This design comes from an exercise in tuning for small area on the open sky130 flow, not from production work.
Where RTL was checked, it was by simulation tests only, not by an equivalence proof against the original.
No functional check of the RTL was part of runs 1 and 2.
No activity file was given, so power comes from the tool's default toggle rates.

File: flow/config.mk
export PLATFORM = sky130hd
export DESIGN_NAME = msf60_decoder
export DESIGN_NICKNAME = msf60_decoder
export VERILOG_FILES = /design/flow/design.v
export SDC_FILE = /design/flow/constraint.sdc
export NUM_CORES = 4
export LEC_CHECK = 0
export CAP_MARGIN = 20
export CORE_MARGIN = 2
export CORE_UTILIZATION = 40
export SLEW_MARGIN = 20
File: flow/constraint.sdc
create_clock -name core_clock -period 15.0 [get_ports {clk}]
set_input_delay 3.0000 -clock core_clock [delete_from_list [all_inputs] [get_ports {clk}]]
set_output_delay 3.0000 -clock core_clock [all_outputs]
set_load 0.01 [all_outputs]
File: flow/design.v
module msf60_decoder (
    input  wire        clk,
    input  wire        rst,
    input  wire [15:0] cfg_padding_ms,           
    input  wire        cfg_carrier_off_level,
    input  wire        edge_valid,
    input  wire        edge_level,
    input  wire [31:0] edge_time_ms,
    output wire        edge_ready,
    output reg         time_available,
    output reg  [2:0]  parity_outcome,
    output wire [7:0]  frame_length_seconds,
    output wire [1:0]  leap_second_indicator,
    output wire [7:0]  lf_minute_bcd,
    output wire [7:0]  lf_hour_bcd,
    output wire [7:0]  lf_weekday_bcd,
    output wire [7:0]  lf_date_bcd,
    output wire [7:0]  lf_month_bcd,
    output wire [7:0]  lf_year_bcd,
    output reg         lf_dst_active,
    output reg         lf_dst_imminent,
    output wire [15:0] lf_dut1_positive_ms,
    output wire [15:0] lf_dut1_negative_ms,
    output wire [1:0]  lf_leap_second_indicator,
    output wire [7:0]  lf_frame_length_seconds,
    output wire [63:0] lf_epoch_seconds
);
    localparam [2:0] S_IDLE  = 3'd0,    
                     S_CHECK = 3'd1,    
                     S_PAR   = 3'd2,    
                     S_LOAD  = 3'd3,    
                     S_EPOCH = 3'd4,    
                     S_INIT  = 3'd5;    
    reg [2:0]  state;
    reg [15:0] padding_ms;
    reg        carrier_off_level;
    reg [31:0] last_pulse_start;
    reg [31:0] pending_pulse_start;
    reg        last_zero;                
    reg        pending_zero;             
    reg        b_only;
    reg        frame_ready;
    reg [5:0]  bit_pointer;
    reg [42:0] wa;
    reg [6:0]  wb;
    reg [3:0]  dut1_pos_run;
    reg [3:0]  dut1_neg_run;
    reg        fl_v, fl_d1, fl_d0;
    reg        lfl_v, lfl_d1, lfl_d0;
    reg [34:0] fields;
    reg [3:0]  dut1_pos;
    reg [3:0]  dut1_neg;
    reg [32:0] epoch;
    reg [4:0]  pass;
    reg [5:0]  bitc;
    reg [1:0]  carry;
    reg [6:1]  dly;
    reg        pacc;
    assign edge_ready = (state == S_IDLE);
    wire [7:0] yr = fields[34:27];
    wire [4:0] mo = fields[26:22];
    wire [5:0] dt = fields[21:16];
    wire [2:0] wd = fields[15:13];
    wire [5:0] hr = fields[12:7];
    wire [6:0] mi = fields[6:0];
    wire        is_start = (edge_level == carrier_off_level);
    wire        sel_last = is_start && !last_zero;
    wire        sel_pend = !is_start && !pending_zero;
    wire [31:0] opnd     = ({32{sel_last}} & last_pulse_start) | ({32{sel_pend}} & pending_pulse_start);
    wire [16:0] bw;
    wire [15:0] diff;
    assign bw[0] = 1'b0;
    genvar k;
    generate for (k = 0; k < 16; k = k + 1) begin : g_sub
        assign diff[k]  = edge_time_ms[k] ^ opnd[k] ^ bw[k];
        assign bw[k+1]  = (!edge_time_ms[k] & opnd[k]) | (!(edge_time_ms[k] ^ opnd[k]) & bw[k]);
    end endgenerate
    wire [15:0] t_hi = edge_time_ms[31:16];
    wire [15:0] x_hi = opnd[31:16];
    wire [15:0] e_hi = t_hi ^ x_hi;
    wire [16:0] inc_c;                   
    assign inc_c[0] = 1'b1;
    generate for (k = 0; k < 16; k = k + 1) begin : g_inc
        assign inc_c[k+1] = inc_c[k] & x_hi[k];
    end endgenerate
    wire        hi_eq0  = (e_hi == 16'd0);                
    wire        hi_eq1  = (e_hi == inc_c[15:0]);          
    wire        diff_hi = bw[16] ? !hi_eq1 : !hi_eq0;
    wire [17:0] pa = {2'b00, diff[15:0]};
    wire [17:0] pb = {{2{padding_ms[15]}}, padding_ms};
    wire [18:0] pc;
    wire [17:0] psum;
    assign pc[0] = 1'b0;
    generate for (k = 0; k < 18; k = k + 1) begin : g_pad
        assign psum[k]  = pa[k] ^ pb[k] ^ pc[k];
        assign pc[k+1]  = (pa[k] & pb[k]) | ((pa[k] ^ pb[k]) & pc[k]);
    end endgenerate
    wire signed [17:0] padded = psum;
    wire ge100 = padded >= 18'sd100;
    wire ge200 = padded >= 18'sd200;
    wire ge300 = padded >= 18'sd300;
    wire ge400 = padded >= 18'sd400;
    wire ge500 = padded >= 18'sd500;
    wire ge600 = padded >= 18'sd600;
    wire sym1 = !diff_hi && ge100 && !ge200;
    wire sym2 = !diff_hi && ge200 && !ge300;
    wire sym3 = !diff_hi && ge300 && !ge400;
    wire sym5 = !diff_hi && ge500 && !ge600;
    wire sym_data = sym1 || sym2 || sym3;
    wire near_last = !diff_hi && (diff[15:0] < 16'd300);
    wire bit_a = !sym1;
    wire bit_b = sym3 || (sym1 && b_only);
    wire       ptr_last = (bit_pointer == 6'd63);
    wire [5:0] next_ptr = bit_pointer + {5'd0, !b_only};
    wire       marker_match = (wa[7:0] == 8'h7E);
    wire       s_bit        = wa[42];
    wire [5:0] j            = bitc;
    reg        grp_end;
    reg        grp_par;
    reg  [2:0] grp_code;
    always @(*) begin
        grp_end = 1'b1;
        case (j)
            6'd7:    begin grp_par = wb[5]; grp_code = 3'd1; end
            6'd18:   begin grp_par = wb[4]; grp_code = 3'd2; end
            6'd21:   begin grp_par = wb[3]; grp_code = 3'd3; end
            6'd34:   begin grp_par = wb[2]; grp_code = 3'd4; end
            default: begin grp_par = 1'b0;  grp_code = 3'd0; grp_end = 1'b0; end
        endcase
    end
    wire grp_fail  = grp_end && (pacc ^ s_bit ^ grp_par);
    wire rot_end   = (bitc == 6'd42);
    assign frame_length_seconds    = {2'b00, fl_v, fl_v, fl_v, fl_d1, fl_v & !fl_d1, fl_d0};
    assign leap_second_indicator   = {fl_v & !fl_d1 & !fl_d0, fl_v & !fl_d0};
    assign lf_frame_length_seconds = {2'b00, lfl_v, lfl_v, lfl_v, lfl_d1, lfl_v & !lfl_d1, lfl_d0};
    assign lf_leap_second_indicator = {lfl_v & !lfl_d1 & !lfl_d0, lfl_v & !lfl_d0};
    assign lf_year_bcd    = yr;
    assign lf_month_bcd   = {3'b000, mo};
    assign lf_date_bcd    = {2'b00, dt};
    assign lf_weekday_bcd = {5'b00000, wd};
    assign lf_hour_bcd    = {2'b00, hr};
    assign lf_minute_bcd  = {1'b0, mi};
    assign lf_epoch_seconds = {31'd0, epoch};
    function [15:0] x100(input [3:0] c);
        x100 = (c == 4'd0) ? 16'd0   : (c == 4'd1) ? 16'd100 : (c == 4'd2) ? 16'd200 :
               (c == 4'd3) ? 16'd300 : (c == 4'd4) ? 16'd400 : (c == 4'd5) ? 16'd500 :
               (c == 4'd6) ? 16'd600 : (c == 4'd7) ? 16'd700 : 16'd800;
    endfunction
    assign lf_dut1_positive_ms = x100(dut1_pos);
    assign lf_dut1_negative_ms = x100(dut1_neg);
    wire [3:0] yt = yr[7:4];
    wire [3:0] yu = yr[3:0];
    wire       y2d   = (yt < 4'd9) || (yt == 4'd9 && yu <= 4'd9);
    wire       gt130 = (yt >= 4'd14) || (yt == 4'd13 && yu != 4'd0) || (yt == 4'd12 && yu >= 4'd11);
    wire       eq130 = (yt == 4'd13 && yu == 4'd0) || (yt == 4'd12 && yu == 4'd10);
    wire [5:0] u     = {1'b0, yt, 1'b0} + {2'b00, yu} + {4'd0, y2d, 1'b0};
    wire [5:0] u1    = u + 6'd1;
    wire [3:0] g     = u1[5:2];
    wire       is_leap = (u[1:0] == 2'd2) && !eq130;
    wire       adj   = is_leap && (mo[4] || mo[3:0] > 4'd2);
    wire [8:0] mdb =
        (mo == 5'h02) ? 9'd31  : (mo == 5'h03) ? 9'd59  : (mo == 5'h04) ? 9'd90  :
        (mo == 5'h05) ? 9'd120 : (mo == 5'h06) ? 9'd151 : (mo == 5'h07) ? 9'd181 :
        (mo == 5'h08) ? 9'd212 : (mo == 5'h09) ? 9'd243 :
        (mo == 5'h0A || mo == 5'h10) ? 9'd273 :
        (mo == 5'h0B || mo == 5'h11) ? 9'd304 :
        (mo == 5'h0C || mo == 5'h12) ? 9'd334 : 9'd0;    
    localparam [63:0] K10956 = 64'd10956;
    wire kconst_bit = y2d ? (K10956[i] ^ (i == 6'd0 && adj)) :
                      (i == 6'd0) ? !(adj ^ gt130) : (!adj || gt130);
    wire       r  = epoch[0];
    wire [5:0] i  = bitc;
    reg        e0, e1, e2, e3, e6;
    reg  [3:0] dsel;
    reg  [1:0] doff;
    reg        use_k, use_m;
    always @(*) begin
        e0 = 1'b0; e1 = 1'b0; e2 = 1'b0; e3 = 1'b0; e6 = 1'b0;
        dsel = 4'd0; doff = 2'd0; use_k = 1'b0; use_m = 1'b0;
        case (pass)
            5'd0:  begin dsel = yt; end
            5'd1:  begin e3 = 1'b1; e1 = 1'b1; dsel = yu; end
            5'd2:  begin e2 = 1'b1; e0 = 1'b1; end
            5'd3:  begin e6 = 1'b1; e3 = 1'b1; e0 = 1'b1; dsel = yt; doff = 2'd1; end
            5'd4:  begin e0 = 1'b1; use_k = 1'b1; end
            5'd5:  begin e0 = 1'b1; use_m = 1'b1; end
            5'd6:  begin e0 = 1'b1; dsel = g; end
            5'd7:  begin e0 = 1'b1; dsel = {2'b00, dt[5:4]}; doff = 2'd3; end
            5'd8:  begin e0 = 1'b1; dsel = {2'b00, dt[5:4]}; doff = 2'd1; end
            5'd9:  begin e0 = 1'b1; dsel = dt[3:0]; end
            5'd10: begin e1 = 1'b1; e0 = 1'b1; dsel = {2'b00, hr[5:4]}; end
            5'd11: begin e2 = 1'b1; dsel = {2'b00, hr[5:4]}; end
            5'd12: begin e1 = 1'b1; dsel = hr[3:0]; end
            5'd13: begin e2 = 1'b1; e1 = 1'b1; dsel = {1'b0, mi[6:4]}; end
            5'd14: begin e2 = 1'b1; e0 = 1'b1; end
            5'd15: begin e1 = 1'b1; dsel = mi[3:0]; end
            5'd16: begin e3 = 1'b1; e2 = 1'b1; end
            5'd17: begin e2 = 1'b1; e0 = 1'b1; end
            default: ;
        endcase
    end
    wire [5:0] di     = i - {4'd0, doff};
    wire       dbit   = (di < 6'd4) && dsel[di[1:0]];
    wire       addend = use_k ? kconst_bit : use_m ? ((i < 6'd9) && mdb[i[3:0]]) : dbit;
    wire [2:0] ssum = {2'b00, e0 & r} + {2'b00, e1 & dly[1]} + {2'b00, e2 & dly[2]} +
                      {2'b00, e3 & dly[3]} + {2'b00, e6 & dly[6]} + {2'b00, addend} +
                      {1'b0, carry};
    wire pass_end = (bitc == 6'd32);
    wire in_epoch = (state == S_EPOCH);
    wire in_rot   = (state == S_PAR) || (state == S_LOAD);
    wire counting = in_rot || in_epoch || (state == S_INIT);
    wire cnt_end  = in_epoch ? pass_end : rot_end;
    always @(posedge clk) begin
        if (rst) begin
            state               <= S_INIT;
            padding_ms          <= cfg_padding_ms;
            carrier_off_level   <= cfg_carrier_off_level;
            bit_pointer         <= 6'd0;
            last_zero           <= 1'b1;
            pending_zero        <= 1'b1;
            b_only              <= 1'b0;
            frame_ready         <= 1'b0;
            time_available      <= 1'b0;
            parity_outcome      <= 3'd0;
            fl_v                <= 1'b0;
            fl_d1               <= 1'b0;
            fl_d0               <= 1'b0;
            lfl_v               <= 1'b0;
            lfl_d1              <= 1'b0;
            lfl_d0              <= 1'b0;
            lf_dst_active       <= 1'b0;
            lf_dst_imminent     <= 1'b0;
            dut1_pos            <= 4'd0;
            dut1_neg            <= 4'd0;
        end else begin
            case (state)
                S_IDLE: begin
                    if (edge_valid) begin
                        if (is_start) begin
                            b_only              <= near_last;
                            pending_pulse_start <= edge_time_ms;
                            pending_zero        <= 1'b0;
                        end else begin
                            time_available <= 1'b0;
                            if (sym5) begin
                                last_pulse_start <= pending_pulse_start;
                                last_zero        <= pending_zero;
                                if (frame_ready) begin
                                    time_available <= 1'b1;
                                    frame_ready    <= 1'b0;
                                end
                                bit_pointer <= 6'd0;
                            end else if (sym_data) begin
                                last_pulse_start <= pending_pulse_start;
                                last_zero        <= pending_zero;
                                if (ptr_last && !b_only) begin
                                    bit_pointer <= 6'd0;
                                end else begin
                                    bit_pointer <= next_ptr;
                                    if (b_only) begin
                                        wa[0] <= bit_a;
                                        wb[0] <= bit_b;
                                    end else begin
                                        wa <= {wa[41:0], bit_a};
                                        wb <= {wb[5:0], bit_b};
                                        if (bit_pointer == 6'd1)
                                            dut1_pos_run <= {3'd0, wb[0]};
                                        else if (bit_pointer >= 6'd2 && bit_pointer <= 6'd8)
                                            dut1_pos_run <= dut1_pos_run + {3'd0, wb[0]};
                                        if (bit_pointer == 6'd9)
                                            dut1_neg_run <= {3'd0, wb[0]};
                                        else if (bit_pointer >= 6'd10 && bit_pointer <= 6'd16)
                                            dut1_neg_run <= dut1_neg_run + {3'd0, wb[0]};
                                    end
                                    if (next_ptr >= 6'd58 && next_ptr <= 6'd61)
                                        state <= S_CHECK;
                                end
                            end
                        end
                    end
                end
                S_CHECK: begin
                    state <= S_IDLE;
                    if (marker_match) begin
                        fl_v           <= 1'b1;
                        fl_d1          <= bit_pointer[2];
                        fl_d0          <= bit_pointer[0];
                        parity_outcome <= 3'd0;
                        state          <= S_PAR;
                    end
                end
                S_PAR: begin
                    wa <= {wa[41:0], wa[42]};
                    if (grp_fail && parity_outcome == 3'd0)
                        parity_outcome <= grp_code;
                    if (rot_end) begin
                        if (parity_outcome == 3'd0) begin
                            frame_ready <= 1'b1;
                            state       <= S_LOAD;
                        end else begin
                            frame_ready <= 1'b0;
                            state       <= S_IDLE;
                        end
                    end
                end
                S_LOAD: begin
                    wa <= {wa[41:0], wa[42]};
                    if (rot_end) begin
                        lf_dst_active   <= wb[1];
                        lf_dst_imminent <= wb[6];
                        dut1_pos        <= dut1_pos_run;
                        dut1_neg        <= dut1_neg_run;
                        lfl_v           <= 1'b1;
                        lfl_d1          <= bit_pointer[2];
                        lfl_d0          <= bit_pointer[0];
                        state           <= S_EPOCH;
                    end
                end
                S_EPOCH: begin
                    if (pass_end && pass == 5'd17)
                        state <= S_IDLE;
                end
                S_INIT: begin
                    if (rot_end)
                        state <= S_IDLE;
                end
                default: state <= S_IDLE;
            endcase
        end
    end
    always @(posedge clk) begin
        if ((state == S_LOAD && bitc <= 6'd34) || state == S_INIT)
            fields <= {fields[33:0], (state == S_LOAD) & wa[42]};
        if (in_epoch || state == S_INIT)
            epoch <= {in_epoch & ssum[0], epoch[32:1]};
    end
    always @(posedge clk) begin
        if (counting && !cnt_end && !rst)
            bitc <= bitc + 6'd1;
        else
            bitc <= 6'd0;
        if (in_epoch && !pass_end) begin
            carry <= ssum[2:1];
            dly   <= {dly[5:1], r};
        end else begin
            carry <= 2'd0;
            dly   <= 6'd0;
        end
        if (!in_epoch)
            pass <= 5'd0;
        else if (pass_end)
            pass <= pass + 5'd1;
        pacc <= (state == S_PAR) && !grp_end && (pacc ^ s_bit);
    end
endmodule
File: flow/flow/run.sh
#!/bin/bash
set -euo pipefail
export BUFFER_PORTS_ARGS="-buffer_cell sky130_fd_sc_hd__buf_1"
export CTS_ARGS="-sink_clustering_enable -repair_clock_nets -buf_list sky130_fd_sc_hd__clkbuf_4 -sink_clustering_size 10 -sink_clustering_max_diameter 40 -dont_use_dummy_load"
export SKIP_REPAIR_TIE_FANOUT=1
bash standard.sh > flow_make.log 2>&1
File: flow/standard.sh
#!/bin/bash
# synth_recipe.tcl (not shown) runs the flow's synth.tcl, then flattens the netlist and writes it again
# the make line also repeats each setting of config.mk as NAME=value (left out here)
make -C /OpenROAD-flow-scripts/flow DESIGN_CONFIG=/design/flow/config.mk WORK_HOME=/design/flow/orfs CLKGATE_MAP_FILE= SYNTH_SCRIPT=/design/flow/synth_recipe.tcl "${@:-finish}"
==> results.json, run 1 <==
{
  "finClkSkew_ns": 0.0847,
  "cts_tree": "built",
  "vias": 8892,
  "place_congestion": 0.821,
  "maxCapViolations": 0,
  "rsz0062_at_grt": "no",
  "hold_buffers": 0,
  "layout_min_cycle_time_ns": 13.01,
  "synth_common_cells": "edfxtp_1, nor2_1, nand2_1",
  "die_h_um": 188,
  "synth_top_area_share_pct": 46.0,
  "cp.required_ns": 15.32,
  "initial_core_util_pct": 40.4,
  "drc": 0,
  "synth_top_family_by_area": "simple AND/OR/NAND/NOR gates",
  "grt_pass1_vias": 8740,
  "synthFlopType": "edfxtp_1",
  "hold_start": "wa[11]",
  "ys_seq_area_share_pct": 53.8,
  "wl_per_cell_um": 15.7,
  "die_w_um": 188,
  "cp-start-kind": "primary input",
  "yosys.area_share.simple_pct": 14.6,
  "track_usage_pct": 15.3,
  "fmax_ghz": 0.0769,
  "synth_mux_area_share_pct": 2.38,
  "cp.depth": 34,
  "path_buf_inv": 6,
  "post_cts_resized": 0,
  "ff2ff_path_depth": 33,
  "drt_iter0_markers": 435,
  "clkTransAtPathRegs_ns": 0.10,
  "crit_path_end_kind": "flop",
  "fin_crit_sh_pct": 86.7,
  "arrival_ns": 13.32,
  "drt_first_pass_iters": 8,
  "io_pins": 224,
  "synth_compound_area_share_pct": 10.3,
  "syn2layout_area_growth_pct": 6.73,
  "dp_hpwl_mm": 19.3,
  "netlist.top_cell.by_area": "edfxtp_1",
  "total_power_mw": 1.23,
  "htreeDepth": 2,
  "yosysMostFrequentCell": "edfxtp_1",
  "status": "no timing/DRC/antenna violations",
  "p_per_area_nw_per_um2": 85.2,
  "core_sq_um": 33400,
  "postCtsSetupBuffers": 0,
  "power.leakage_nw": 5.19,
  "worst_r2r_startpoint": "carrier_off_level",
  "crit_path_frequent_cell": "fa_1",
  "grt_max_degree": 65,
  "crit_end": "dut1_neg_run[3]",
  "crit_start": "edge_level",
  "cts_sinks": 260,
  "hold_viol": 0,
  "grt_pass1_wl_mm": 44.3,
  "tightest_slew_ns": 0.758,
  "synth-edff-count": 207,
  "synthAdderAreaFrac_pct": 8.05,
  "synth_area_per_cell_sq_um": 11.5,
  "ys_ff_latch": 260,
  "worstSkewPairLatency_ns": 0.69,
  "min_path_type": "reg -> reg",
  "path_delay_family": "adder cells",
  "vdd_drop_max_mv": 0.0621,
  "wl_mm": 27.1,
  "fin_tns_setup_ns": 0,
  "async_flop_share_pct": 0,
  "via_per_inst": 5.15,
  "r2r-end": "dut1_neg_run[3]",
  "nets": 1398,
  "syn_area_sq_um": 13500,
  "postRouteAntennaNets": 0,
  "crit_slowest_cell": "or4_1",
  "setup_viol": 0,
  "synth_warnings": 1,
  "ys_types": 80,
  "fp-row-count": 67,
  "cts_buffer_depth": 3,
  "synth_xor_area_share_pct": 3.42,
  "slew_viol_final": 0,
  "synthTopCellsByArea": "edfxtp_1, dfxtp_1, fa_1, buf_4, ha_1",
  "dieArea_sq_um": 35300,
  "max-slew-margin-rel_pct": 48.1,
  "worst-setup-path-type": "in -> reg",
  "portBuffers": 159,
  "postSynthCellCount": 1181,
  "synth_nets": 1298,
  "antenna_found_initial": 1,
  "drive_gt1_share_pct": 6.57,
  "reg2reg_slack_ns": 4.04,
  "cts_buffers": 42,
  "clockRootBuffer": "clkbuf_4",
  "grt_overflow": 0,
  "max_stage_delay_ns": 0.64,
  "path_max_fanout": 21
}
==> through the flow <==
stage	util (%)	std cells	setup WS [ns]	hold WS (ns)	cell area, sq um
3_5_place_dp	42.1	1683	1.30	0.405	14100
3_3_place_gp	42.1	1683	1.56	0.402	14100
5_1_grt	43.1	1728	1.49	0.375	14400
6_report	43.1	1728	1.99	0.384	14400
4_1_cts	43.0	1725	2.02	0.374	14400
2_1_floorplan	-	1181	1.18	0.400	13500
==> power by group <==
part	leakage, nW	internal, mW	switching [mW]
clock	0.193	0.128	0.227
sequential	2.54	0.774	0.00534
combinational	2.46	0.0359	0.0596
==> routing by layer <==
metal	GRT usage [%]	up-vias	share of wire (%)
met2	24.6	248	46
li1	-	4369	-
met4	4.54	0	2.2
met1	20.8	4221	46
met5	0	-	0
met3	3.16	54	5.8
==> sequential cells by signal, summed over array words and instances, names as in the netlist, 2 cells and up <==
name	cells
bit_pointer	6
bitc	6
carry	2
dly	6
dut1_neg	4
dut1_neg_run	4
dut1_pos	4
dut1_pos_run	4
epoch	33
fields	35
last_pulse_start	32
padding_ms	16
parity_outcome	3
pass	5
pending_pulse_start	32
state	3
wa	43
wb	7
==> area by class of cell <==
type	count	area, sq um
Fill cell	3191	19000
Sequential cell	260	7280
Multi-Input combinational cell	733	5280
Timing Repair Buffer	173	736
Tap cell	448	561
Clock buffer	42	315
Inverter	71	267
Antenna cell	1	2.50
==> cell usage in the layout, fill, tap and decap left out, types with 9 or more instances in the layout <==
| cell type | instances |
|---|---|
| and2_1 | 12 |
| nand2_1 | 78 |
| a22o_1 | 18 |
| a22oi_1 | 9 |
| buf_1 | 158 |
| nand3_1 | 43 |
| nor3_1 | 22 |
| inv_1 | 70 |
| a21oi_1 | 47 |
| buf_4 | 12 |
| clkbuf_4 | 42 |
| dfxtp_1 | 53 |
| nand3b_1 | 9 |
| nor2b_1 | 46 |
| nor2_1 | 87 |
| nand2b_1 | 16 |
| nand4_1 | 12 |
| fa_1 | 37 |
| nor4_1 | 13 |
| ha_1 | 27 |
| xor2_1 | 13 |
| o21ai_0 | 32 |
| and3_1 | 14 |
| mux2i_1 | 22 |
| edfxtp_1 | 207 |
| xnor2_1 | 37 |
==> worst min path at each step <==
stage / end / cells after the start
6_report: wa[12] / 0
2_1_floorplan: wa[10] / 0
5_1_grt: wa[20] / 0
4_1_cts: wa[20] / 0
3_5_place_dp: wa[14] / 0
3_3_place_gp: wa[16] / 0
==> kinds of logic (layout without fill, tap and decap cells) <==
| family | Yosys count | in the layout |
|---|---|---|
| buf+inv | 188 | 286 |
| mux | 31 | 31 |
| other cells | 1 | 2 |
| xor+xnor | 52 | 52 |
| compound gates | 199 | 199 |
| fa+ha+maj | 65 | 65 |
| simple gates | 385 | 385 |
| flops | 260 | 260 |
==> worst register-to-register path, delay by kind of cell, from the launching register on <==
| kind | cells | cell delay [ns] |
|---|---|---|
| fa+ha+maj | 18 | 6.58 |
| compound gates | 2 | 0.34 |
| simple gates | 7 | 2.31 |
| buf+inv | 5 | 0.81 |
| xor+xnor | 1 | 0.17 |
| flops | 1 | 0.45 |
==> run 2, diff against run 1 <==
--- a/flow/design.v
+++ b/flow/design.v
@@ -45,4 +45,4 @@
     reg [6:0]  wb;
-    reg [3:0]  dut1_pos_run;
-    reg [3:0]  dut1_neg_run;
+    reg [3:0]  dut1_cnt;                 
+    reg [3:0]  dut1_pos_run;             
     reg        fl_v, fl_d1, fl_d0;
@@ -69,7 +69,7 @@
     wire [31:0] opnd     = ({32{sel_last}} & last_pulse_start) | ({32{sel_pend}} & pending_pulse_start);
-    wire [16:0] bw;
-    wire [15:0] diff;
+    wire [32:0] bw;
+    wire [31:0] diff;
     assign bw[0] = 1'b0;
     genvar k;
-    generate for (k = 0; k < 16; k = k + 1) begin : g_sub
+    generate for (k = 0; k < 32; k = k + 1) begin : g_sub
         assign diff[k]  = edge_time_ms[k] ^ opnd[k] ^ bw[k];
@@ -77,13 +77,3 @@
     end endgenerate
-    wire [15:0] t_hi = edge_time_ms[31:16];
-    wire [15:0] x_hi = opnd[31:16];
-    wire [15:0] e_hi = t_hi ^ x_hi;
-    wire [16:0] inc_c;                   
-    assign inc_c[0] = 1'b1;
-    generate for (k = 0; k < 16; k = k + 1) begin : g_inc
-        assign inc_c[k+1] = inc_c[k] & x_hi[k];
-    end endgenerate
-    wire        hi_eq0  = (e_hi == 16'd0);                
-    wire        hi_eq1  = (e_hi == inc_c[15:0]);          
-    wire        diff_hi = bw[16] ? !hi_eq1 : !hi_eq0;
+    wire        diff_hi  = |diff[31:16];
     wire [17:0] pa = {2'b00, diff[15:0]};
@@ -113,2 +103,3 @@
     wire       ptr_last = (bit_pointer == 6'd63);
+    wire [3:0] dut1_cnt_next = dut1_cnt + {3'd0, wb[0]};
     wire [5:0] next_ptr = bit_pointer + {5'd0, !b_only};
@@ -265,10 +256,8 @@
                                         wb <= {wb[5:0], bit_b};
-                                        if (bit_pointer == 6'd1)
-                                            dut1_pos_run <= {3'd0, wb[0]};
-                                        else if (bit_pointer >= 6'd2 && bit_pointer <= 6'd8)
-                                            dut1_pos_run <= dut1_pos_run + {3'd0, wb[0]};
-                                        if (bit_pointer == 6'd9)
-                                            dut1_neg_run <= {3'd0, wb[0]};
-                                        else if (bit_pointer >= 6'd10 && bit_pointer <= 6'd16)
-                                            dut1_neg_run <= dut1_neg_run + {3'd0, wb[0]};
+                                        if (bit_pointer == 6'd1 || bit_pointer == 6'd9)
+                                            dut1_cnt <= {3'd0, wb[0]};
+                                        else if (bit_pointer >= 6'd2 && bit_pointer <= 6'd16)
+                                            dut1_cnt <= dut1_cnt_next;
+                                        if (bit_pointer == 6'd8)
+                                            dut1_pos_run <= dut1_cnt_next;
                                     end
@@ -311,3 +300,3 @@
                         dut1_pos        <= dut1_pos_run;
-                        dut1_neg        <= dut1_neg_run;
+                        dut1_neg        <= dut1_cnt;
                         lfl_v           <= 1'b1;
==> flow/flow/run.sh (replaced) <==
#!/bin/bash
set -euo pipefail
export BUFFER_PORTS_ARGS="-buffer_cell sky130_fd_sc_hd__buf_1"
export CTS_ARGS="-sink_clustering_enable -repair_clock_nets -buf_list sky130_fd_sc_hd__clkbuf_4 -sink_clustering_size 10 -sink_clustering_max_diameter 80 -dont_use_dummy_load"
export SKIP_REPAIR_TIE_FANOUT=1
bash standard.sh > flow_make.log 2>&1
==> run 2 against run 1 <==
Net effect: largest power group unchanged; core utilization about the same; cell count is 8.6% lower; area after synthesis shrank 3.2%; clock power shrank 13%; clock-buffer cell count fell by 12; cell area decreased by 3.2%.
==> results.json, run 2 <==
{
  "grt_pass1_wl_mm": 41.7,
  "synth_top_family_by_area": "simple AND/OR/NAND/NOR gates",
  "min_path_type": "reg -> reg",
  "cts_buffer_depth": 3,
  "fin_tns_setup_ns": 0,
  "netlist.top_cell.by_area": "edfxtp_1",
  "cp.required_ns": 15.34,
  "dieArea_sq_um": 34200,
  "wl_mm": 26.3,
  "synthFlopType": "edfxtp_1",
  "cts_sinks": 260,
  "fin_crit_sh_pct": 96.8,
  "multi_input_area_sq_um": 4900,
  "place_ws_ns": -0.158,
  "postCtsSetupBuffers": 0,
  "p_per_area_nw_per_um2": 85.3,
  "initial_core_util_pct": 40.4,
  "wl_per_cell_um": 16.7,
  "hold_viol": 0,
  "dp_hpwl_mm": 19.0,
  "final_common_cell": "edfxtp_1",
  "clockRootBuffer": "clkbuf_4",
  "post_cts_resized": 0,
  "max_stage_delay_ns": 0.43,
  "postSynthCellCount": 1045,
  "hold_ws_ns": 0.389,
  "top_regs": "wa x43, fields x35, epoch x33",
  "core_sq_um": 32400,
  "place_congestion": 0.800,
  "cts_tree": "built",
  "synthAdderAreaFrac_pct": 10.4,
  "synth_area_per_cell_sq_um": 12.5,
  "yosysMostFrequentCell": "edfxtp_1",
  "layout_min_cycle_time_ns": 14.52,
  "setup_viol": 0,
  "synth_compound_area_share_pct": 10.4,
  "drt_iter0_markers": 667,
  "crit_path_end_kind": "flop",
  "path_buf_inv": 5,
  "finClkSkew_ns": 0.0672,
  "placed_area_sq_um": 13700,
  "synth_mux_area_share_pct": 1.86,
  "synth_warnings": 1,
  "async_flop_share_pct": 0,
  "tightest_slew_ns": 0.974,
  "synth_common_cells": "edfxtp_1, buf_4, nor2_1",
  "antenna_found_initial": 2,
  "slew_viol_final": 0,
  "via_per_inst": 5.23,
  "cp-start-kind": "primary input",
  "path_max_fanout": 42,
  "nets": 1268,
  "rsz0062_at_grt": "no",
  "placed_cells": 1548,
  "status": "no timing/DRC/antenna violations",
  "arrival_ns": 14.85,
  "n_fill_cell": 3050,
  "die_w_um": 185,
  "syn2layout_area_growth_pct": 6.80,
  "max-slew-margin-rel_pct": 34.9,
  "power.leakage_nw": 5.04,
  "total_power_mw": 1.19,
  "syn_area_sq_um": 13100,
  "stdcell_count": 1579,
  "clkTransAtPathRegs_ns": 0.10,
  "largest_reg_flops": 43,
  "seqCellArea_sq_um": 7280,
  "maxCapViolations": 0,
  "ys_seq_area_share_pct": 55.6,
  "synth_top_area_share_pct": 47.5,
  "drive_gt1_share_pct": 7.83,
  "timing.final.ws_setup_ns": 0.485,
  "yosys.area_share.simple_pct": 11.9,
  "fmax_ghz": 0.0689,
  "path_delay_family": "adder cells",
  "cts_buffers": 30,
  "synth_nets": 1175,
  "synthTopCellsByArea": "edfxtp_1, dfxtp_1, fa_1, buf_4, ha_1",
  "grt_max_degree": 65,
  "grt_overflow": 0,
  "portBuffers": 159,
  "vdd_drop_max_mv": 0.0594,
  "crit_slowest_cell": "fa_1",
  "track_usage_pct": 15.2,
  "hold_buffers": 0,
  "drt_first_pass_iters": 7,
  "drc": 0,
  "top_register": "wa",
  "synth-edff-count": 207,
  "synth_xor_area_share_pct": 2.28,
  "ys_ff_latch": 260,
  "grt_pass1_vias": 7974,
  "io_pins": 224,
  "htreeDepth": 1,
  "mostFrequentLayoutCells": "edfxtp_1, buf_1, nor2_1, inv_1, dfxtp_1",
  "final_core_util_pct": 43.2,
  "design_area_sq_um": 14000,
  "ys_types": 89,
  "vias": 8261,
  "worstSkewPairLatency_ns": 0.71,
  "postRouteAntennaNets": 0,
  "die_h_um": 185,
  "fp-row-count": 66,
  "crit_path_frequent_cell": "fa_1",
  "worst-setup-path-type": "in -> reg"
}
-- run 2: cell types whose count changed in the layout (fill, tap and decap cells not counted), sizes merged, moves of 12 or more --
cell / delta
nand2: -38
nor2b: -29
nand3: -19
nor2: -17
xnor2: -16
fa: +15
o21ai: -14
clkbuf: -12
-- run 2: layer usage --
metal	part of all wire, %	track usage (%)	wire (um)
met3	5.3	2.58	1410
met4	2.0	3.27	528
met5	0.049	0	13
met2	44	23.9	11600
met1	48	22.0	12800
-- run 2: final timing paths --
path / from / endpoint / slack, ns / depth (start not counted)
max: edge_level / wa[23] / 0.48 / 45
min: wa[35] / wa[36] / 0.39 / 0
max reg2reg: carrier_off_level / wa[23] / 2.47 / 44
min reg2reg: wa[35] / wa[36] / 0.39 / 0
-- run 2: kinds of logic (layout without fill, tap and decap cells) --
group | Yosys count | in the layout
flip-flops | 260 | 260
other | 1 | 2
XOR/XNOR | 34 | 34
AO/OA/AOI/OAI | 186 | 186
AND/OR/NAND/NOR | 279 | 279
multiplexers | 24 | 24
adder cells (fa/ha/maj) | 78 | 78
buffers and inverters | 183 | 274
-- run 2: cell type report --
cell class | instances | share of cell area (%)
Sequential cell | 260 | 52.1
Multi-Input combinational cell | 602 | 35.1
Timing Repair Buffer | 179 | 5.53
Tap cell | 442 | 3.96
Inverter | 65 | 1.75
Clock buffer | 30 | 1.61
Antenna cell | 1 | 0.0179
-- run 2: where the power goes --
| part | switching (mW) | internal, mW |
|---|---|---|
| Sequential | 0.00746 | 0.774 |
| Combinational | 0.0618 | 0.0393 |
| Clock | 0.218 | 0.0913 |
| Total | 0.287 | 0.905 |
==> run 3, diff against run 2 <==
--- a/flow/design.v
+++ b/flow/design.v
@@ -55,4 +55,4 @@
     reg [5:0]  bitc;
-    reg [1:0]  carry;
-    reg [6:1]  dly;
+    reg        carry;
+    reg [3:1]  dly;
     reg        pacc;
@@ -158,2 +158,4 @@
         (mo == 5'h0C || mo == 5'h12) ? 9'd334 : 9'd0;    
+    wire       r  = epoch[0];
+    wire [5:0] i  = bitc;
     localparam [63:0] K10956 = 64'd10956;
@@ -161,5 +163,4 @@
                       (i == 6'd0) ? !(adj ^ gt130) : (!adj || gt130);
-    wire       r  = epoch[0];
-    wire [5:0] i  = bitc;
-    reg        e0, e1, e2, e3, e6;
+    reg  [2:0] asel;
+    reg  [1:0] bsel;
     reg  [3:0] dsel;
@@ -168,3 +169,3 @@
     always @(*) begin
-        e0 = 1'b0; e1 = 1'b0; e2 = 1'b0; e3 = 1'b0; e6 = 1'b0;
+        asel = 3'd0; bsel = 2'd2;
         dsel = 4'd0; doff = 2'd0; use_k = 1'b0; use_m = 1'b0;
@@ -172,19 +173,27 @@
             5'd0:  begin dsel = yt; end
-            5'd1:  begin e3 = 1'b1; e1 = 1'b1; dsel = yu; end
-            5'd2:  begin e2 = 1'b1; e0 = 1'b1; end
-            5'd3:  begin e6 = 1'b1; e3 = 1'b1; e0 = 1'b1; dsel = yt; doff = 2'd1; end
-            5'd4:  begin e0 = 1'b1; use_k = 1'b1; end
-            5'd5:  begin e0 = 1'b1; use_m = 1'b1; end
-            5'd6:  begin e0 = 1'b1; dsel = g; end
-            5'd7:  begin e0 = 1'b1; dsel = {2'b00, dt[5:4]}; doff = 2'd3; end
-            5'd8:  begin e0 = 1'b1; dsel = {2'b00, dt[5:4]}; doff = 2'd1; end
-            5'd9:  begin e0 = 1'b1; dsel = dt[3:0]; end
-            5'd10: begin e1 = 1'b1; e0 = 1'b1; dsel = {2'b00, hr[5:4]}; end
-            5'd11: begin e2 = 1'b1; dsel = {2'b00, hr[5:4]}; end
-            5'd12: begin e1 = 1'b1; dsel = hr[3:0]; end
-            5'd13: begin e2 = 1'b1; e1 = 1'b1; dsel = {1'b0, mi[6:4]}; end
-            5'd14: begin e2 = 1'b1; e0 = 1'b1; end
-            5'd15: begin e1 = 1'b1; dsel = mi[3:0]; end
-            5'd16: begin e3 = 1'b1; e2 = 1'b1; end
-            5'd17: begin e2 = 1'b1; e0 = 1'b1; end
+            5'd1:  begin asel = 3'd3; bsel = 2'd1; end
+            5'd2:  begin asel = 3'd2; dsel = yu; end
+            5'd3:  begin asel = 3'd4; bsel = 2'd1; end
+            5'd4:  begin asel = 3'd4; dsel = yu; end
+            5'd5:  begin asel = 3'd1; dsel = yt; doff = 2'd1; end
+            5'd6:  begin asel = 3'd1; dsel = yt; doff = 2'd3; end
+            5'd7:  begin asel = 3'd3; bsel = 2'd1; end
+            5'd8:  begin asel = 3'd1; dsel = yt; doff = 2'd1; end
+            5'd9:  begin asel = 3'd1; use_k = 1'b1; end
+            5'd10: begin asel = 3'd1; use_m = 1'b1; end
+            5'd11: begin asel = 3'd1; dsel = g; end
+            5'd12: begin asel = 3'd1; dsel = {2'b00, dt[5:4]}; doff = 2'd3; end
+            5'd13: begin asel = 3'd1; dsel = {2'b00, dt[5:4]}; doff = 2'd1; end
+            5'd14: begin asel = 3'd1; dsel = dt[3:0]; end
+            5'd15: begin asel = 3'd2; bsel = 2'd1; end
+            5'd16: begin asel = 3'd1; dsel = {2'b00, hr[5:4]}; end
+            5'd17: begin asel = 3'd3; dsel = {2'b00, hr[5:4]}; end
+            5'd18: begin asel = 3'd2; dsel = hr[3:0]; end
+            5'd19: begin asel = 3'd2; bsel = 2'd1; end
+            5'd20: begin asel = 3'd2; dsel = {1'b0, mi[6:4]}; end
+            5'd21: begin asel = 3'd3; bsel = 2'd1; end
+            5'd22: begin asel = 3'd2; dsel = mi[3:0]; end
+            5'd23: begin asel = 3'd2; bsel = 2'd1; end
+            5'd24: begin asel = 3'd3; bsel = 2'd0; end
+            5'd25: begin asel = 3'd3; bsel = 2'd1; end
             default: ;
@@ -195,5 +204,6 @@
     wire       addend = use_k ? kconst_bit : use_m ? ((i < 6'd9) && mdb[i[3:0]]) : dbit;
-    wire [2:0] ssum = {2'b00, e0 & r} + {2'b00, e1 & dly[1]} + {2'b00, e2 & dly[2]} +
-                      {2'b00, e3 & dly[3]} + {2'b00, e6 & dly[6]} + {2'b00, addend} +
-                      {1'b0, carry};
+    wire       lane_a = (asel == 3'd1) ? r : (asel == 3'd2) ? dly[1] :
+                        (asel == 3'd3) ? dly[2] : (asel == 3'd4) ? dly[3] : 1'b0;
+    wire       lane_b = (bsel == 2'd1) ? r : (bsel == 2'd2) ? addend : 1'b0;
+    wire [1:0] ssum   = {1'b0, lane_a} + {1'b0, lane_b} + {1'b0, carry};
     wire pass_end = (bitc == 6'd32);
@@ -308,3 +318,3 @@
                 S_EPOCH: begin
-                    if (pass_end && pass == 5'd17)
+                    if (pass_end && pass == 5'd25)
                         state <= S_IDLE;
@@ -331,7 +341,7 @@
         if (in_epoch && !pass_end) begin
-            carry <= ssum[2:1];
-            dly   <= {dly[5:1], r};
+            carry <= ssum[1];
+            dly   <= {dly[2:1], r};
         end else begin
-            carry <= 2'd0;
-            dly   <= 6'd0;
+            carry <= 1'b0;
+            dly   <= 3'd0;
         end
==> flow/flow/run.sh (replaced) <==
#!/bin/bash
set -euo pipefail
export BUFFER_PORTS_ARGS="-buffer_cell sky130_fd_sc_hd__buf_1"
export CTS_ARGS="-sink_clustering_enable -repair_clock_nets -buf_list sky130_fd_sc_hd__clkbuf_4 -sink_clustering_size 9 -sink_clustering_max_diameter 70 -dont_use_dummy_load"
export SKIP_REPAIR_TIE_FANOUT=1
bash standard.sh > flow_make.log 2>&1
==> run 3 against run 2 <==
Net effect: still clean on timing, DRC and antenna; via count decreased by 3.9%; first-iteration DRC count decreased by 38%; flip-flop and latch count decreased by 4; core utilization about the same; synthesized cell count decreased by 1.1%; sequential power decreased by 2%; die area decreased by 2.0%; cell count decreased by 3.2%; total power decreased by 1.7%; clock power increased by 6.8%; routed wire length decreased by 5.1%; fmax increased by 0.67%; critical path type unchanged; critical endpoint is now wa[4]; largest cell class unchanged; highest routed layer is now met4.
==> results.json, run 3 <==
{
  "status": "no timing/DRC/antenna violations",
  "ys_seq_area_share_pct": 56.1,
  "postRouteAntennaNets": 0,
  "top_register": "wa",
  "vdd_drop_max_mv": 0.0608,
  "fp-row-count": 65,
  "clkTransAtPathRegs_ns": 0.11,
  "p_comb_share_pct": 6.2,
  "ys_ff_latch": 256,
  "cp-start-kind": "primary input",
  "seqCellArea_sq_um": 7200,
  "place_congestion": 0.800,
  "async_flop_share_pct": 0,
  "final_core_util_pct": 43.2,
  "power_frac_seq_pct": 65.6,
  "nets": 1253,
  "max-slew-margin-rel_pct": 32.5,
  "grt_pass1_wl_mm": 40.7,
  "track_usage_pct": 14.9,
  "syn2layout_area_growth_pct": 6.38,
  "grt_overflow": 0,
  "total_power_mw": 1.17,
  "die_h_um": 183,
  "drt_first_pass_iters": 5,
  "synth_nets": 1159,
  "p_clk_share_pct": 28.2,
  "vias": 7939,
  "largest_reg_flops": 43,
  "core_sq_um": 31600,
  "finClkSkew_ns": 0.107,
  "cts_buffers": 35,
  "clockRootBuffer": "clkbuf_4",
  "postSynthCellCount": 1033,
  "postCtsSetupBuffers": 0,
  "cts_sinks": 256,
  "wl_mm": 24.9,
  "crit_path_frequent_cell": "fa_1",
  "grt_pass1_vias": 7857,
  "synthFlopType": "edfxtp_1",
  "worstSkewPairLatency_ns": 0.63,
  "drt_iter0_markers": 411,
  "final_common_cell": "edfxtp_1",
  "grt_max_degree": 65,
  "place_ws_ns": -0.0748,
  "dieArea_sq_um": 33500,
  "antenna_found_initial": 1,
  "design_area_sq_um": 13600,
  "mostFrequentLayoutCells": "edfxtp_1, buf_1, nor2_1, inv_1",
  "p_int_mw": 0.898,
  "cts_tree": "built",
  "drive_gt1_share_pct": 7.56,
  "p_switching_mw": 0.274,
  "placed_cells": 1491,
  "route.met3.wl_mm": 1.25,
  "yosysMostFrequentCell": "edfxtp_1",
  "top_layer": "met4",
  "max_stage_delay_ns": 0.41,
  "netlist.top_cell.by_area": "edfxtp_1",
  "setup_viol": 0,
  "rsz0062_at_grt": "no",
  "tightest_slew_ns": 1.00,
  "slew_viol_final": 0,
  "worst-setup-path-type": "in -> reg",
  "crit_path_end_kind": "flop",
  "drc": 0,
  "io_pins": 224,
  "m1WireLength_mm": 11.7,
  "wl_per_cell_um": 16.3,
  "dr_wl_met2_mm": 11.5,
  "switching_share_pct": 23.4,
  "arrival_ns": 14.72,
  "fmax_ghz": 0.0694,
  "maxCapViolations": 0,
  "ys_types": 78,
  "synth_top_area_share_pct": 48.5,
  "initial_core_util_pct": 40.6,
  "layout_min_cycle_time_ns": 14.42,
  "p_per_area_nw_per_um2": 86.0,
  "synthTopCellsByArea": "edfxtp_1, dfxtp_1, fa_1, buf_4, ha_1",
  "path_max_fanout": 23,
  "dp_hpwl_mm": 17.5,
  "portBuffers": 159,
  "synth-edff-count": 207,
  "synth_common_cells": "edfxtp_1, buf_4, nor2_1",
  "stdcell_count": 1528,
  "cts_buffer_depth": 3,
  "hold_viol": 0,
  "timing.final.ws_setup_ns": 0.581,
  "post_cts_resized": 0,
  "crit_slowest_cell": "fa_1",
  "via_per_inst": 5.20,
  "cp.required_ns": 15.30,
  "die_w_um": 183,
  "multi_input_area_sq_um": 4680,
  "synth_area_per_cell_sq_um": 12.4,
  "htreeDepth": 2,
  "n_fill_cell": 2966,
  "synth_warnings": 1,
  "top_regs": "wa x43, fields x35, epoch x33",
  "hold_buffers": 0,
  "syn_area_sq_um": 12800,
  "power.leakage_nw": 4.69,
  "fin_crit_sh_pct": 96.1,
  "placed_area_sq_um": 13400,
  "min_path_type": "reg -> reg"
}
==> run 3: changes by cell type in the layout (fill, tap and decap cells not counted), moves of 6 or more <==
cell	delta
nand2_1	+8
buf_4	-6
nand2b_1	+6
nor4_1	-8
o21ai_0	+11
a211oi_1	-6
o21ai_1	+9
nor3_1	+8
==> run 3: logic make-up after synthesis <==
logic type	synth area share (%)
and+or+nand+nor	12.2
DFF	56.1
AOI/OAI and AO/OA	9.68
buffers and inverters	7.49
adders and majority gates	10.0
xor gates and xnor gates	2.18
muxes	2.32
other	0.0293
==> run 3: worst paths after layout <==
| check | from | slack [ns] | end | cells after the start |
|---|---|---|---|---|
| max | edge_level | 0.58 | wa[4] | 43 |
| min | pending_pulse_start[5] | 0.41 | last_pulse_start[5] | 0 |
| max reg2reg | carrier_off_level | 2.65 | wa[4] | 42 |
| min reg2reg | pending_pulse_start[5] | 0.41 | last_pulse_start[5] | 0 |
==> run 3: layer usage <==
layer / up-vias / GRT usage, %
met5: - / 0
met1: 3848 / 20.9
li1: 3862 / -
met2: 188 / 24.0
met3: 41 / 2.92
met4: 0 / 3.84
==> run 3: through the flow <==
step                      setup TNS, ns  hold WS (ns)
final                                 0         0.412
after global routing                  0         0.427
after CTS                             0         0.419
after detailed placement          -1.01         0.405
after global placement                0         0.401
after floorplan                       0         0.400
==> run 3: cell type report <==
cell class,instances,area share (%)
Timing Repair Buffer,175,5.63
Inverter,60,1.65
Multi-Input combinational cell,599,34.3
Clock buffer,35,1.93
Antenna cell,1,0.0184
Tap cell,402,3.69
Sequential cell,256,52.8
==> run 3: power by group through the flow <==
stage | Combinational (mW) | Clock, mW | Sequential (mW)
floorplan | 0.0668 | 0 | 0.782
global placement | 0.0725 | 0 | 0.785
detailed placement | 0.0736 | 0 | 0.785
CTS | 0.0738 | 0.350 | 0.769
global route | 0.0848 | 0.375 | 0.770
finish | 0.0732 | 0.330 | 0.769
==> run 3: worst max-delay path, delay by kind of cell <==
kind / cells / cell delay (ns)
buf+inv: 3 / 0.40
fa+ha+maj: 31 / 9.33
compound gates: 3 / 0.65
simple gates: 5 / 0.98
xor+xnor: 1 / 0.35
==> run 4, diff against run 3 <==
==> flow/flow/run.sh (replaced) <==
#!/bin/bash
set -euo pipefail
export BUFFER_PORTS_ARGS="-buffer_cell sky130_fd_sc_hd__buf_1"
export CTS_ARGS="-sink_clustering_enable -repair_clock_nets -buf_list sky130_fd_sc_hd__clkbuf_4 -sink_clustering_size 8 -sink_clustering_max_diameter 100 -dont_use_dummy_load"
export SKIP_REPAIR_TIE_FANOUT=1
bash standard.sh > flow_make.log 2>&1
==> run 4 against run 3 <==
Net effect: register-to-register slack hardly changed; sequential share of layout area is 0.058 points lower; fmax is 0.14% higher; cell area is 0.11% higher; hold slack worse by 0.011 ns; clock-buffer cell count is 2 higher; total power is 1.1% higher; via count is 0.48% lower; critical path type unchanged; critical endpoint is now wa[41].
==> results.json, run 4 <==
{
  "status": "no timing/DRC/antenna violations",
  "grt_pass1_vias": 7872,
  "top_register": "wa",
  "synth-edff-count": 207,
  "io_pins": 224,
  "synth_nets": 1159,
  "post_cts_resized": 0,
  "die_h_um": 183,
  "yosysMostFrequentCell": "edfxtp_1",
  "worst-setup-path-type": "in -> reg",
  "syn2layout_area_growth_pct": 6.50,
  "crit_path_end_kind": "flop",
  "maxCapViolations": 0,
  "synth_warnings": 1,
  "min_path_type": "reg -> reg",
  "placed_cells": 1491,
  "via_per_inst": 5.16,
  "synthFlopType": "edfxtp_1",
  "top_regs": "wa x43, fields x35, epoch x33",
  "max-slew-margin-rel_pct": 31.4,
  "dp_hpwl_mm": 17.5,
  "grt_overflow": 0,
  "synth_top_area_share_pct": 48.5,
  "fmax_ghz": 0.0694,
  "worstSkewPairLatency_ns": 0.66,
  "timing.final.ws_setup_ns": 0.601,
  "clockRootBuffer": "clkbuf_4",
  "setup_viol": 0,
  "cts_sinks": 256,
  "postRouteAntennaNets": 0,
  "place_congestion": 0.800,
  "power.leakage_nw": 4.70,
  "clkTransAtPathRegs_ns": 0.12,
  "cp.required_ns": 15.34,
  "ys_types": 78,
  "fin_crit_sh_pct": 96.0,
  "hold_ws_ns": 0.401,
  "crit_slowest_cell": "fa_1",
  "max_stage_delay_ns": 0.41,
  "layout_min_cycle_time_ns": 14.40,
  "drc": 0,
  "grt_max_degree": 65,
  "cp-start-kind": "primary input",
  "total_power_mw": 1.18,
  "postCtsSetupBuffers": 0,
  "whs_path_depth": 0,
  "postSynthCellCount": 1033,
  "finClkSkew_ns": 0.0398,
  "wl_mm": 25.2,
  "die_w_um": 183,
  "r2r-end": "wa[41]",
  "reg2reg_slack_ns": 2.66,
  "nets": 1255,
  "placed_area_sq_um": 13400,
  "largest_reg_flops": 43,
  "async_flop_share_pct": 0,
  "synthTopCellsByArea": "edfxtp_1, dfxtp_1, fa_1, buf_4, ha_1",
  "cts_buffers": 37,
  "fin_tns_setup_ns": 0,
  "place_ws_ns": -0.0748,
  "n_fill_cell": 2967,
  "slew_viol_final": 0,
  "cts_buffer_depth": 3,
  "hold_end": "wa[42]",
  "initial_core_util_pct": 40.6,
  "ff2ff_path_depth": 42,
  "wl_per_cell_um": 16.4,
  "crit_path_frequent_cell": "fa_1",
  "hold_viol": 0,
  "worst_r2r_startpoint": "carrier_off_level",
  "vias": 7901,
  "synth_area_per_cell_sq_um": 12.4,
  "portBuffers": 159,
  "arrival_ns": 14.73,
  "vdd_drop_max_mv": 0.0537,
  "core_sq_um": 31600,
  "design_area_sq_um": 13700,
  "syn_area_sq_um": 12800,
  "drive_gt1_share_pct": 7.72,
  "hold_buffers": 0,
  "rsz0062_at_grt": "no",
  "final_common_cell": "edfxtp_1",
  "ys_seq_area_share_pct": 56.1,
  "final_core_util_pct": 43.3,
  "drt_iter0_markers": 478,
  "cts_tree": "built",
  "stdcell_count": 1530,
  "hold_start": "wa[41]",
  "antenna_found_initial": 1,
  "synth_common_cells": "edfxtp_1, buf_4, nor2_1",
  "drt_first_pass_iters": 4,
  "netlist.top_cell.by_area": "edfxtp_1",
  "dieArea_sq_um": 33500,
  "htreeDepth": 2,
  "track_usage_pct": 15.2,
  "p_per_area_nw_per_um2": 86.8,
  "grt_pass1_wl_mm": 41.0,
  "path_max_fanout": 23,
  "tightest_slew_ns": 1.02,
  "fp-row-count": 65,
  "ys_ff_latch": 256,
  "mostFrequentLayoutCells": "edfxtp_1, buf_1, nor2_1, inv_1"
}
## run 4: cell counts after synthesis
Identical to the previous run, type by type.
## run 4: kinds of logic after synthesis
logic type                 Yosys count  synth area share, %
adders and majority gates           73                 10.0
buffers and inverters              178                 7.49
muxes                               29                 2.32
other                                1               0.0293
xor gates and xnor gates            31                 2.18
and+or+nand+nor                    287                 12.2
AOI/OAI and AO/OA                  178                 9.68
DFF                                256                 56.1
## run 4: final cells by class
| cell class | count | area (sq um) | share of cell area (%) |
|---|---|---|---|
| sequential | 256 | 7200 | 52.7 |
| timing repair buffer | 175 | 768 | 5.63 |
| antenna | 1 | 2.50 | 0.0183 |
| inverter | 60 | 225 | 1.65 |
| clock buffer | 37 | 278 | 2.03 |
| tap | 402 | 503 | 3.68 |
| multi-input combinational | 599 | 4680 | 34.3 |
## run 4: worst max-delay path by stage
stage | from | end | slack (ns) | cells after the start
final | edge_level | wa[41] | 0.60 | 43
after global routing | edge_level | dut1_cnt[1] | 0.14 | 42
after CTS | edge_level | dut1_cnt[1] | 0.67 | 42
after detailed placement | edge_level | dut1_cnt[3] | -0.07 | 42
after global placement | edge_level | dut1_cnt[1] | 0.12 | 42
after floorplan | edge_level | wa[10] | 0.31 | 43
## run 4: per-layer routing
layer	share of wire, %	GRT usage [%]	vias to the layer above
met5	0	0	-
met4	2.1	4.45	0
met3	4.9	3.18	47
met1	48	21.2	3834
li1	-	-	3855
met2	45	24.0	165
## run 4: critical path: cells and delay by family
family,cells,cell delay (ns)
AND/OR/NAND/NOR,5,0.98
adder cells (fa/ha/maj),31,9.34
buffers and inverters,3,0.39
AO/OA/AOI/OAI,3,0.65
XOR/XNOR,1,0.35
## run 4: power by group
part           leakage [nW]  switching [mW]  internal (mW)
Combinational          2.20          0.0458         0.0275
Clock                 0.170           0.229          0.114
Sequential             2.33         0.00585          0.763
Total                  4.70           0.280          0.904
==> run 5, diff against run 4 <==
==> flow/flow/run.sh (replaced) <==
#!/bin/bash
set -euo pipefail
export BUFFER_PORTS_ARGS="-buffer_cell sky130_fd_sc_hd__buf_1"
export CTS_ARGS="-sink_clustering_enable -repair_clock_nets -buf_list sky130_fd_sc_hd__clkbuf_4 -sink_clustering_size 10 -sink_clustering_max_diameter 80 -dont_use_dummy_load"
export SKIP_REPAIR_TIE_FANOUT=1
bash standard.sh > flow_make.log 2>&1
--- a/flow/config.mk
+++ b/flow/config.mk
@@ -9,3 +9,3 @@
 export CORE_MARGIN = 2
-export CORE_UTILIZATION = 40
+export CORE_UTILIZATION = 60
 export SLEW_MARGIN = 20
==> run 5 against run 4 <==
Net effect: still clean on timing, DRC and antenna; clock power fell by 13%; critical path type unchanged; routed wire length rose by 1.3%; flip-flop and latch count did not move; core utilization rose by 20 points; total power fell by 3.4%; global-route usage rose by 7.3 points.
==> results.json, run 5 <==
{
  "dp_hpwl_mm": 18.2,
  "max-slew-margin-rel_pct": 31.2,
  "drt_iter0_markers": 520,
  "fp-row-count": 53,
  "wl_mm": 25.5,
  "slew_viol_final": 0,
  "synthFlopType": "edfxtp_1",
  "grt_overflow": 0,
  "hold_start": "wa[16]",
  "syn_area_sq_um": 12800,
  "cts_sinks": 256,
  "io_pins": 224,
  "synth_common_cells": "edfxtp_1, buf_4, nor2_1",
  "postSynthCellCount": 1033,
  "multi_input_area_sq_um": 4680,
  "clockRootBuffer": "clkbuf_4",
  "postRouteAntennaNets": 0,
  "postCtsSetupBuffers": 0,
  "synthTopCellsByArea": "edfxtp_1, dfxtp_1, fa_1, buf_4, ha_1",
  "drive_gt1_share_pct": 6.98,
  "ff2ff_path_depth": 41,
  "ys_seq_area_share_pct": 56.1,
  "yosysMostFrequentCell": "edfxtp_1",
  "hold_end": "wa[17]",
  "path_max_fanout": 4,
  "fin_tns_setup_ns": 0,
  "p_per_area_nw_per_um2": 85.5,
  "synth-edff-count": 207,
  "async_flop_share_pct": 0,
  "cts_buffer_depth": 3,
  "layout_min_cycle_time_ns": 14.22,
  "drt_first_pass_iters": 5,
  "grt_pass1_wl_mm": 40.1,
  "via_per_inst": 5.73,
  "htreeDepth": 1,
  "synth_area_per_cell_sq_um": 12.4,
  "ys_types": 78,
  "setup_viol": 0,
  "hold_viol": 0,
  "grt_pass1_vias": 7479,
  "worst_r2r_startpoint": "carrier_off_level",
  "synth_top_area_share_pct": 48.5,
  "finClkSkew_ns": 0.0658,
  "portBuffers": 159,
  "status": "no timing/DRC/antenna violations",
  "maxCapViolations": 0,
  "die_w_um": 150,
  "top_register": "wa",
  "min_path_type": "reg -> reg",
  "mostFrequentLayoutCells": "edfxtp_1, buf_1, nor2_1, inv_1",
  "core_sq_um": 21000,
  "drc": 0,
  "clkTransAtPathRegs_ns": 0.12,
  "place_ws_ns": 0.0120,
  "max_stage_delay_ns": 0.49,
  "n_fill_cell": 1676,
  "netlist.top_cell.by_area": "edfxtp_1",
  "synth_warnings": 1,
  "fmax_ghz": 0.0703,
  "antenna_found_initial": 1,
  "arrival_ns": 14.54,
  "rsz0062_at_grt": "no",
  "worst-setup-path-type": "in -> reg",
  "crit_slowest_cell": "nor4_2",
  "hold_buffers": 0,
  "top_regs": "wa x43, fields x35, epoch x33",
  "seqCellArea_sq_um": 7200,
  "reg2reg_slack_ns": 2.80,
  "vdd_drop_max_mv": 0.0589,
  "dieArea_sq_um": 22500,
  "worstSkewPairLatency_ns": 0.71,
  "ys_ff_latch": 256,
  "fin_crit_sh_pct": 94.8,
  "track_usage_pct": 22.5,
  "largest_reg_flops": 43,
  "whs_path_depth": 0,
  "r2r-end": "dut1_cnt[0]",
  "syn2layout_area_growth_pct": 4.54,
  "vias": 7991,
  "crit_path_end_kind": "flop",
  "final_common_cell": "edfxtp_1",
  "cts_buffers": 29,
  "wl_per_cell_um": 18.3,
  "grt_max_degree": 65,
  "final_core_util_pct": 63.7,
  "power.leakage_nw": 4.65,
  "synth_nets": 1159,
  "die_h_um": 150,
  "cp-start-kind": "primary input",
  "timing.final.ws_setup_ns": 0.778,
  "tightest_slew_ns": 1.02,
  "place_congestion": 0.846,
  "crit_path_frequent_cell": "fa_1",
  "initial_core_util_pct": 61.0,
  "cp.required_ns": 15.32,
  "post_cts_resized": 0,
  "cts_tree": "built",
  "nets": 1246
}
[run 5: cell families (layout without fill, tap and decap cells)]
logic type | after synthesis | after routing | share of synthesized area (%)
adders and majority gates | 73 | 73 | 10.0
and+or+nand+nor | 287 | 287 | 12.2
AOI/OAI and AO/OA | 178 | 178 | 9.68
xor gates and xnor gates | 31 | 31 | 2.18
muxes | 29 | 29 | 2.32
buffers and inverters | 178 | 263 | 7.49
DFF | 256 | 256 | 56.1
other | 1 | 2 | 0.0293
[run 5: worst max path at each step]
stage | slack (ns) | start | end
final | 0.78 | edge_level | dut1_cnt[0]
after global routing | 0.27 | edge_level | dut1_cnt[0]
after CTS | 0.76 | edge_level | dut1_cnt[0]
after detailed placement | 0.01 | edge_level | dut1_cnt[0]
after global placement | 0.31 | edge_level | dut1_cnt[3]
after floorplan | 0.31 | edge_level | wa[10]
[run 5: critical path: cells and delay by family]
| kind | cells | cell delay, ns |
|---|---|---|
| adders and majority gates | 31 | 9.24 |
| xor gates and xnor gates | 1 | 0.27 |
| AOI/OAI and AO/OA | 1 | 0.25 |
| and+or+nand+nor | 7 | 1.57 |
| buffers and inverters | 2 | 0.19 |
[run 5: power by group]
part           switching, mW  leakage (nW)  internal [mW]
combinational         0.0483          2.18         0.0282
sequential           0.00586          2.33          0.763
clock                  0.211         0.133         0.0885
total                  0.265          4.65          0.880
[run 5: metrics by stage]
stage               std cells  power (mW)  area [sq um]  hold slack [ns]
floorplan                1033       0.849         12800            0.400
global placement         1364       0.861         13200            0.401
detailed placement       1364       0.862         13200            0.405
CTS                      1393        1.16         13400            0.423
global route             1394        1.19         13400            0.437
finish                   1394        1.15         13400            0.421
[run 5: layout make-up]
type	count	share of cell area [%]
clock buffers	29	1.62
diodes	1	0.0187
multi-input cells	599	34.9
inverters	60	1.68
flip-flops and latches	256	53.7
well taps	275	2.57
repair buffers	174	5.49
[run 5: layer usage]
layer	GRT usage [%]	part of all wire, %	vias up
met3	3.12	5.6	38
met5	0	0	-
met2	35.3	46	255
li1	-	-	3825
met1	33.7	47	3873
met4	5.05	1.9	0
==> run 6, diff against run 5 <==
==> flow/flow/run.sh (replaced) <==
#!/bin/bash
set -euo pipefail
export BUFFER_PORTS_ARGS="-buffer_cell sky130_fd_sc_hd__buf_1"
export CTS_ARGS="-sink_clustering_enable -repair_clock_nets -buf_list sky130_fd_sc_hd__clkbuf_4 -sink_clustering_size 9 -sink_clustering_max_diameter 50 -dont_use_dummy_load"
export SKIP_REPAIR_TIE_FANOUT=1
bash standard.sh > flow_make.log 2>&1
--- a/flow/config.mk
+++ b/flow/config.mk
@@ -9,3 +9,3 @@
 export CORE_MARGIN = 2
-export CORE_UTILIZATION = 60
+export CORE_UTILIZATION = 70
 export SLEW_MARGIN = 20
==> run 6 against run 5 <==
Net effect: still clean; area after synthesis did not move; clock power rose by 9.7%; first-iteration DRC count rose by 27%; critical path depth rose by 1; clock skew fell by 0.021 ns; worst setup slack got worse by 0.21 ns; core utilization rose by 11 points; clock-buffer cell count rose by 7; non-clock buffer count fell by 4; largest power group unchanged.
==> results.json, run 6 <==
{
  "place_congestion": 0.848,
  "synthFlopType": "edfxtp_1",
  "min_path_type": "reg -> reg",
  "ys_types": 78,
  "drt_iter0_markers": 662,
  "vdd_drop_max_mv": 0.0742,
  "clkTransAtPathRegs_ns": 0.08,
  "cp-start-kind": "primary input",
  "cts_buffer_depth": 3,
  "hold_buffers": 0,
  "track_usage_pct": 26.2,
  "wl_per_cell_um": 18.8,
  "dieArea_sq_um": 19400,
  "slew_viol_final": 0,
  "status": "no timing/DRC/antenna violations",
  "fp-row-count": 49,
  "cts_buffers": 36,
  "ys_seq_area_share_pct": 56.1,
  "drc": 0,
  "cts_sinks": 256,
  "synthTopCellsByArea": "edfxtp_1, dfxtp_1, fa_1, buf_4, ha_1",
  "async_flop_share_pct": 0,
  "synth_common_cells": "edfxtp_1, buf_4, nor2_1",
  "dp_hpwl_mm": 17.9,
  "drt_first_pass_iters": 6,
  "max_stage_delay_ns": 0.41,
  "p_per_area_nw_per_um2": 87.8,
  "ff2ff_path_depth": 42,
  "synth_warnings": 1,
  "fin_tns_setup_ns": 0,
  "worst_r2r_startpoint": "carrier_off_level",
  "yosysMostFrequentCell": "edfxtp_1",
  "grt_pass1_wl_mm": 40.7,
  "mostFrequentLayoutCells": "edfxtp_1, buf_1, nor2_1, inv_1",
  "fin_crit_sh_pct": 96.2,
  "wl_mm": 25.5,
  "grt_overflow": 0,
  "portBuffers": 159,
  "synth-edff-count": 207,
  "htreeDepth": 2,
  "cp.required_ns": 15.29,
  "tightest_slew_ns": 1.02,
  "syn2layout_area_growth_pct": 4.35,
  "top_regs": "wa x43, fields x35, epoch x33",
  "drive_gt1_share_pct": 7.31,
  "fmax_ghz": 0.0693,
  "postSynthCellCount": 1033,
  "top_register": "wa",
  "hold_end": "wa[12]",
  "ys_ff_latch": 256,
  "reg2reg_slack_ns": 2.60,
  "crit_path_end_kind": "flop",
  "synth_area_per_cell_sq_um": 12.4,
  "vias": 8296,
  "crit_path_frequent_cell": "fa_1",
  "setup_viol": 0,
  "grt_pass1_vias": 7854,
  "crit_slowest_cell": "xor2_2",
  "total_power_mw": 1.17,
  "initial_core_util_pct": 71.4,
  "hold_ws_ns": 0.419,
  "grt_max_degree": 65,
  "maxCapViolations": 0,
  "netlist.top_cell.by_area": "edfxtp_1",
  "postRouteAntennaNets": 0,
  "via_per_inst": 6.14,
  "io_pins": 224,
  "rsz0062_at_grt": "no",
  "worstSkewPairLatency_ns": 0.63,
  "largest_reg_flops": 43,
  "path_max_fanout": 42,
  "hold_viol": 0,
  "worst-setup-path-type": "in -> reg",
  "arrival_ns": 14.72,
  "finClkSkew_ns": 0.0447,
  "antenna_found_initial": 1,
  "die_h_um": 139,
  "hold_start": "wa[11]",
  "syn_area_sq_um": 12800,
  "r2r-end": "wa[5]",
  "die_w_um": 139,
  "clockRootBuffer": "clkbuf_4",
  "whs_path_depth": 0,
  "max-slew-margin-rel_pct": 31.7,
  "power.leakage_nw": 4.66,
  "nets": 1249,
  "cts_tree": "built",
  "synth_top_area_share_pct": 48.5,
  "synth_nets": 1159,
  "layout_min_cycle_time_ns": 14.43,
  "final_common_cell": "edfxtp_1",
  "core_sq_um": 18000
}
==> run 6: cell counts after synthesis <==
No cell type changed its count.
==> run 6: worst max-delay path by stage <==
| stage | startpoint | endpoint | slack [ns] | depth (start not counted) |
|---|---|---|---|---|
| 3_3_place_gp | edge_level | dut1_cnt[1] | 0.23 | 42 |
| 6_report | edge_level | wa[5] | 0.57 | 43 |
| 5_1_grt | edge_level | wa[5] | 0.01 | 43 |
| 2_1_floorplan | edge_level | wa[10] | 0.31 | 43 |
| 4_1_cts | edge_level | wb[5] | 0.48 | 42 |
| 3_5_place_dp | edge_level | dut1_cnt[1] | -0.15 | 42 |
==> run 6: cell families (layout without fill, tap and decap cells) <==
logic type / Yosys count / after routing / synth area share [%]
AO/OA/AOI/OAI: 178 / 178 / 9.68
XOR/XNOR: 31 / 31 / 2.18
adder cells (fa/ha/maj): 73 / 73 / 10.0
buffers and inverters: 178 / 266 / 7.49
flip-flops: 256 / 256 / 56.1
multiplexers: 29 / 29 / 2.32
other: 1 / 2 / 0.0293
AND/OR/NAND/NOR: 287 / 287 / 12.2
==> run 6: area by class of cell <==
cell class                 instances  area [sq um]
inverter                          60           225
multi-input combinational        599          4690
clock buffer                      36           270
antenna                            1          2.50
tap                              229           287
timing repair buffer             170           706
fill                            1229          4590
sequential                       256          7200
==> run 6: repair_timing <==
| item | CTS | global route |
|---|---|---|
| buffers inserted | 0 | 0 |
| setup endpoints to repair | 0 | 10 |
| resized for setup | 0 | 2 |
==> run 6: through the flow <==
step	instances	setup WS [ns]	util [%]	instance area, sq um
floorplan	1033	0.313	-	12800
global placement	1314	0.226	72.9	13100
detailed placement	1314	-0.154	72.9	13100
CTS	1350	0.481	74.4	13400
global route	1351	0.0125	74.5	13400
finish	1351	0.566	74.5	13400
==> run 6: routing by layer <==
metal / share of wire [%] / track usage, % / vias up
li1: - / - / 3848
met1: 43 / 37.5 / 4017
met2: 47 / 41.4 / 377
met3: 7.2 / 5.02 / 54
met4: 2.5 / 8.56 / 0
met5: 0 / 0 / -
==> run 6: worst max-delay path, delay by kind of cell <==
family	cells	cell delay (ns)
compound gates	3	0.60
xor+xnor	1	0.41
fa+ha+maj	31	9.32
buf+inv	3	0.41
simple gates	5	0.96
==> run 6: where the power goes <==
| group | internal, mW | switching, mW | leakage, nW | total [mW] |
|---|---|---|---|---|
| clock | 0.111 | 0.218 | 0.166 | 0.329 |
| sequential | 0.763 | 0.00592 | 2.33 | 0.769 |
| combinational | 0.0279 | 0.0490 | 2.16 | 0.0769 |
| total | 0.902 | 0.273 | 4.66 | 1.17 |

-- re-timing with driven ports --
The results above use ideal ports. As a check the final layouts listed here were re-extracted and re-timed, cells and wires unchanged. Step 1: set_driving_cell puts a clkbuf_16 on clk and a buf_2 on each other input, an assumption about the parent block. Step 2, shift: input delay + t, output delay - t, t = (earliest + latest rising clock arrival at the registers) / 2. This alone moves slack from input paths to output paths. Slacks: ideal ports / drivers / drivers and shift; pairs: ideal ports / drivers.
run | shift t [ns] | setup slack, ns
run 1 | 0.692 | 1.994 / 2.013 / 1.322
run 2 | 0.724 | 0.485 / 0.495 / -0.229
run 3 | 0.620 | 0.581 / 0.603 / -0.017
run 4 | 0.683 | 0.601 / 0.623 / -0.060
run 5 | 0.714 | 0.778 / 0.782 / 0.068
run 6 | 0.647 | 0.566 / 0.583 / -0.063
Met with ideal ports but missed after step 2: setup timing in run 2, run 3, run 4 and run 6.
